Source: an optimization exercise on an open RTL-to-GDS flow (aim: small area, a short achievable clock period and few clock cycles). Production flows keep margins and buffers that such runs may drop. RTL that was checked went through simulation tests only; none was proved equivalent to the original. Power and IR drop assume default switching activity.

==> module bhx_stream, before the edit <==
module bhx_stream (
    input  wire        clk,
    input  wire        rst,
    input  wire        start,
    input  wire [2:0]  op,
    input  wire [23:0] len,
    input  wire [23:0] base,
    input  wire [23:0] cap,
    output wire        busy,
    input  wire        in_valid,
    input  wire [7:0]  in_data,
    output wire        in_ready,
    output wire        out_valid,
    output wire [7:0]  out_data,
    input  wire        out_ready,
    output reg         done,
    output reg  [4:0]  err_code,
    output wire [2:0]  err_stage,
    output reg  [23:0] err_pos,
    output reg  [7:0]  err_detail,
    output reg  [23:0] out_len
);
    localparam E_INVCHAR = 5'h03;
    localparam E_BADCMD  = 5'h10;
    localparam E_BADLEN  = 5'h11;
    reg        run;
    reg        six;       
    reg        rle;       
    reg        ir;        
    reg [22:0] rem;       
    reg        in_end;    
    reg        iv0;       
    reg [7:0]  id0;
    reg [23:0] ipos;      
    reg [23:0] capl;      
    reg        full;      
    reg [2:0]  kc;        
    reg [5:0]  lo;        
    reg        tv, tv1;   
    reg [7:0]  td;        
    reg [7:0]  td1;
    reg        t_esc, t_esc1;       
    reg        t_small, t_small1;   
    reg        ov;        
    reg [7:0]  od;        
    wire sx_err  = err_code[1] & err_code[0];
    wire any_err = err_code[1] | err_code[2];
    wire accept  = start && !run;
    wire take    = in_valid && ir;
    wire room    = !ov || out_ready;     
    wire ph0     = (kc[1:0] == 2'd0);
    wire in_done = in_end && !iv0;       
    wire       flush = six && in_done && (kc != 3'd0) && !sx_err;
    wire       is_alpha, is_ws;
    wire [5:0] sx_val;
    wire [7:0] sx_byte;
    bhx_sixbit u_six (
        .c      (id0),
        .zero   (in_done),
        .ph     (kc[1:0]),
        .lo     (lo),
        .alpha  (is_alpha),
        .ws     (is_ws),
        .val    (sx_val),
        .byte_o (sx_byte)
    );
    wire       rl_take, rl_emit, rl_tinc1, rl_tinc2, rl_ev, rl_st;
    wire [1:0] rl_osel;
    wire [4:0] rl_code;
    wire       src_done = in_done && (!six || kc == 3'd0);
    wire       rl_en    = run && rle && !any_err;
    bhx_rle u_rle (
        .clk      (clk),
        .clear    (accept),
        .en       (rl_en),
        .tv       (tv),
        .td       (td),
        .t_esc    (t_esc),
        .t_small  (t_small),
        .full     (full),
        .o_free   (room),
        .src_done (src_done),
        .take     (rl_take),
        .emit     (rl_emit),
        .osel     (rl_osel),
        .tinc1    (rl_tinc1),
        .tinc2    (rl_tinc2),
        .err      (rl_ev),
        .ecode    (rl_code),
        .busy     (rl_st)
    );
    wire emit   = rle ? rl_emit : (tv && room && !sx_err);
    wire t_pop  = tv && (any_err || (rle ? rl_take : room));
    wire t_free = !tv1;                  
    wire i_pop    = iv0 && (sx_err || t_free || (six && ph0));
    wire ch_take  = i_pop && six && !sx_err;
    wire ch_alpha = ch_take && is_alpha;
    wire ch_bad   = ch_take && !is_alpha && !is_ws;
    wire fl_step  = flush && (ph0 || t_free);
    wire sx_adv   = ch_alpha || fl_step;
    wire push     = six ? (sx_adv && !ph0) : i_pop;    
    wire [7:0] nt = six ? sx_byte : id0;
    wire       in_end_n = take ? (rem == 23'd1) : in_end;
    wire       iv0_n    = take || (iv0 && !i_pop);
    wire       t_shift  = (t_pop && tv1) || (!tv1 && tv && !t_pop);
    wire       tv1_n    = !ch_bad && (t_shift ? push : tv1);
    wire [2:0] kc_n     = sx_adv ? kc + 3'd1 : kc;
    wire       ir_n     = !in_end_n &&
                          (!iv0_n || sx_err || ch_bad || !tv1_n || (six && kc_n[1:0] == 2'd0));
    reg [7:0] nb;
    always @(*) begin
        case (rle ? rl_osel : 2'd0)
            2'd0:    nb = td;
            2'd1:    nb = 8'h90;
            default: nb = od;
        endcase
    end
    wire [22:0] tpos_up = err_pos[23:1] + 23'd1;
    wire finish = run && in_done &&
                  (any_err || (src_done && !tv && !(rle && rl_st) && room));
    assign busy       = run;
    assign in_ready   = ir;
    assign out_valid  = ov;
    assign out_data   = od;
    assign err_stage  = {1'b0, err_code[1] | err_code[2],
                         err_code[2] | (err_code[4] & err_code[1])};
    always @(posedge clk) begin
        if (rst) begin
            run  <= 1'b0;
            done <= 1'b0;
            ir   <= 1'b0;
            ov   <= 1'b0;
        end else if (accept) begin
            six        <= op[0];
            rle        <= op[1];
            rem        <= len[22:0];
            in_end     <= (len == 24'd0);
            ipos       <= base;
            capl       <= cap;
            full       <= (cap == 24'd0);
            kc         <= 3'd0;
            iv0        <= 1'b0;
            tv         <= 1'b0;
            tv1        <= 1'b0;
            ov         <= 1'b0;
            out_len    <= 24'd0;
            err_pos    <= 24'd0;
            err_code   <= 5'd0;
            err_detail <= 8'd0;
            ir         <= 1'b0;
            if (op == 3'd0 || op > 3'd3) begin
                done     <= 1'b1;
                err_code <= E_BADCMD;
                err_detail <= {5'd0, op};
            end else if (len > 24'h40_0000) begin
                done     <= 1'b1;
                err_code <= E_BADLEN;
                err_pos  <= len;
            end else begin
                done <= 1'b0;
                run  <= 1'b1;
                ir   <= (len != 24'd0);
            end
        end else if (run) begin
            ir <= ir_n;
            if (take) begin
                rem    <= rem - 23'd1;
                in_end <= (rem == 23'd1);
            end
            if (i_pop)
                ipos <= ipos + 24'd1;
            iv0 <= iv0_n;
            if (take)
                id0 <= in_data;
            if (sx_adv) begin
                kc <= kc + 3'd1;
                lo <= sx_val;
            end
            if (t_pop && tv1) begin
                tv      <= 1'b1;
                td      <= td1;
                t_esc   <= t_esc1;
                t_small <= t_small1;
            end else if (t_pop || !tv) begin
                tv <= push;
                if (push) begin
                    td      <= nt;
                    t_esc   <= (nt == 8'h90);
                    t_small <= (nt[7:2] == 6'd0);
                end
            end
            if (t_shift) begin
                tv1 <= push;
                if (push) begin
                    td1      <= nt;
                    t_esc1   <= (nt == 8'h90);
                    t_small1 <= (nt[7:2] == 6'd0);
                end
            end
            if (room)
                ov <= emit;
            if (emit)
                od <= nb;
            if (emit) begin
                out_len <= out_len + 24'd1;
                capl    <= capl - 24'd1;
                full    <= (capl == 24'd1);
            end
            if (ch_bad) begin
                err_code <= E_INVCHAR;
                err_pos  <= ipos;
                err_detail <= id0;
                tv       <= 1'b0;
                tv1      <= 1'b0;
            end else if (rl_ev) begin
                err_code <= rl_code;
            end else if (rl_tinc1 | rl_tinc2) begin
                err_pos <= {(rl_tinc2 | err_pos[0]) ? tpos_up : err_pos[23:1], err_pos[0] ^ rl_tinc1};
            end
            if (finish) begin
                run  <= 1'b0;
                done <= 1'b1;
                ir   <= 1'b0;
                ov   <= 1'b0;
                    if (!any_err)
                    err_pos <= 24'd0;
                else
                    out_len <= 24'd0;
            end
        end
    end
endmodule
export LEC_CHECK = 0
export ABC_CLOCK_PERIOD_IN_PS = 2500
export CAP_MARGIN = 20
export CORE_MARGIN = 2
export CORE_UTILIZATION = 55
export PLACE_DENSITY = 0.75
export SETUP_SLACK_MARGIN = 2.3
export SLEW_MARGIN = 20
create_clock -name core_clock -period 5.0 [get_ports {clk}]
standard.sh (not shown) runs the stock make flow with config.mk's settings and CLKGATE_MAP_FILE= SYNTH_SCRIPT=/design/flow/synth_recipe.tcl, a recipe that flattens the netlist after the stock synthesis.
==> flow/flow/run.sh <==
#!/bin/bash
# Standard layout, with every input and output port buffered by the
# platform's smallest buffer (buf_1) instead of the default delay-cell buffer.
set -euo pipefail
export BUFFER_PORTS_ARGS="-buffer_cell sky130_fd_sc_hd__buf_1"
bash standard.sh > flow.log 2>&1
==> next run, changes <==
--- a/flow/design.v
+++ b/flow/design.v
@@ -169,13 +169,13 @@
     output wire [7:0]  out_data,
     input  wire        out_ready,
     output reg         done,
     output reg  [4:0]  err_code,
     output wire [2:0]  err_stage,
     output reg  [23:0] err_pos,
-    output reg  [7:0]  err_detail,
+    output wire [7:0]  err_detail,
     output reg  [23:0] out_len
 );
     localparam E_INVCHAR = 5'h03;
     localparam E_BADCMD  = 5'h10;
     localparam E_BADLEN  = 5'h11;
     reg        run;
@@ -274,12 +274,13 @@
     wire finish = run && in_done &&
                   (any_err || (src_done && !tv && !(rle && rl_st) && room));
     assign busy       = run;
     assign in_ready   = ir;
     assign out_valid  = ov;
     assign out_data   = od;
+    assign err_detail = td;
     assign err_stage  = {1'b0, err_code[1] | err_code[2],
                          err_code[2] | (err_code[4] & err_code[1])};
     always @(posedge clk) begin
         if (rst) begin
             run  <= 1'b0;
             done <= 1'b0;
@@ -298,18 +299,18 @@
             tv         <= 1'b0;
             tv1        <= 1'b0;
             ov         <= 1'b0;
             out_len    <= 24'd0;
             err_pos    <= 24'd0;
             err_code   <= 5'd0;
-            err_detail <= 8'd0;
+            td         <= 8'd0;
             ir         <= 1'b0;
             if (op == 3'd0 || op > 3'd3) begin
                 done     <= 1'b1;
                 err_code <= E_BADCMD;
-                err_detail <= {5'd0, op};
+                td       <= {5'd0, op};
             end else if (len > 24'h40_0000) begin
                 done     <= 1'b1;
                 err_code <= E_BADLEN;
                 err_pos  <= len;
             end else begin
                 done <= 1'b0;
@@ -361,13 +362,13 @@
                 capl    <= capl - 24'd1;
                 full    <= (capl == 24'd1);
             end
             if (ch_bad) begin
                 err_code <= E_INVCHAR;
                 err_pos  <= ipos;
-                err_detail <= id0;
+                td       <= id0;
                 tv       <= 1'b0;
                 tv1      <= 1'b0;
             end else if (rl_ev) begin
                 err_code <= rl_code;
             end else if (rl_tinc1 | rl_tinc2) begin
                 err_pos <= {(rl_tinc2 | err_pos[0]) ? tpos_up : err_pos[23:1], err_pos[0] ^ rl_tinc1};
@@ -378,10 +379,12 @@
                 ir   <= 1'b0;
                 ov   <= 1'b0;
                     if (!any_err)
                     err_pos <= 24'd0;
                 else
                     out_len <= 24'd0;
+                if (!sx_err)
+                    td <= 8'd0;
             end
         end
     end
 endmodule
Effect: Sequential cell count drops by 8. Register-to-register slack stays flat. Routed wire length came out higher by about 5%. Final cell count rises by about 0.46%. Area after synthesis barely changes. Via count rises by 2.8%. Power fell by 10%. Non-clock buffer count rose by 15. Design area falls by about 0.9%. Core utilization drops by 0.58 points. Setup slack gets better by 0.040 ns. Count of clock-buffer cells in the layout drops by 7. Synthesized cell count increases by 0.46%. Hold slack gains 0.022 ns.
Testbench counts after the change, summed over its fixed seeds: cycles 137,032.
For the first run of this note, only the layout was checked, not whether the RTL still works.

[re-timing with driven ports]
Ports are ideal in the flow. The routed layouts listed here were re-timed in OpenROAD. Step 1 sets driving cells, clkbuf_16 on the clock port and buf_2 on the other inputs (assumed; they add their load-dependent delay and slew). Step 2 moves the port delays by t, midway between the first and last clock arrival at a register: inputs arrive t later, outputs are due t later. That takes back most of the time a late clock gives input paths. Three values: ideal ports, drivers, drivers and shift; two values: the first two.
run	t, ns	slack for setup (ns)	worst hold slack (ns)	pins driven straight from the clock port
the first run	0.567	2.323 / 2.280 / 1.744	0.550 / 0.550 / 0.550	1
the second run	0.493	2.363 / 2.313 / 1.875	0.571 / 0.571 / 0.571	1
After both steps setup and hold are still met in every run listed. For the first run, which loses most, drivers alone change the setup slack by -0.043 ns; drivers and shift together by -0.579 ns.
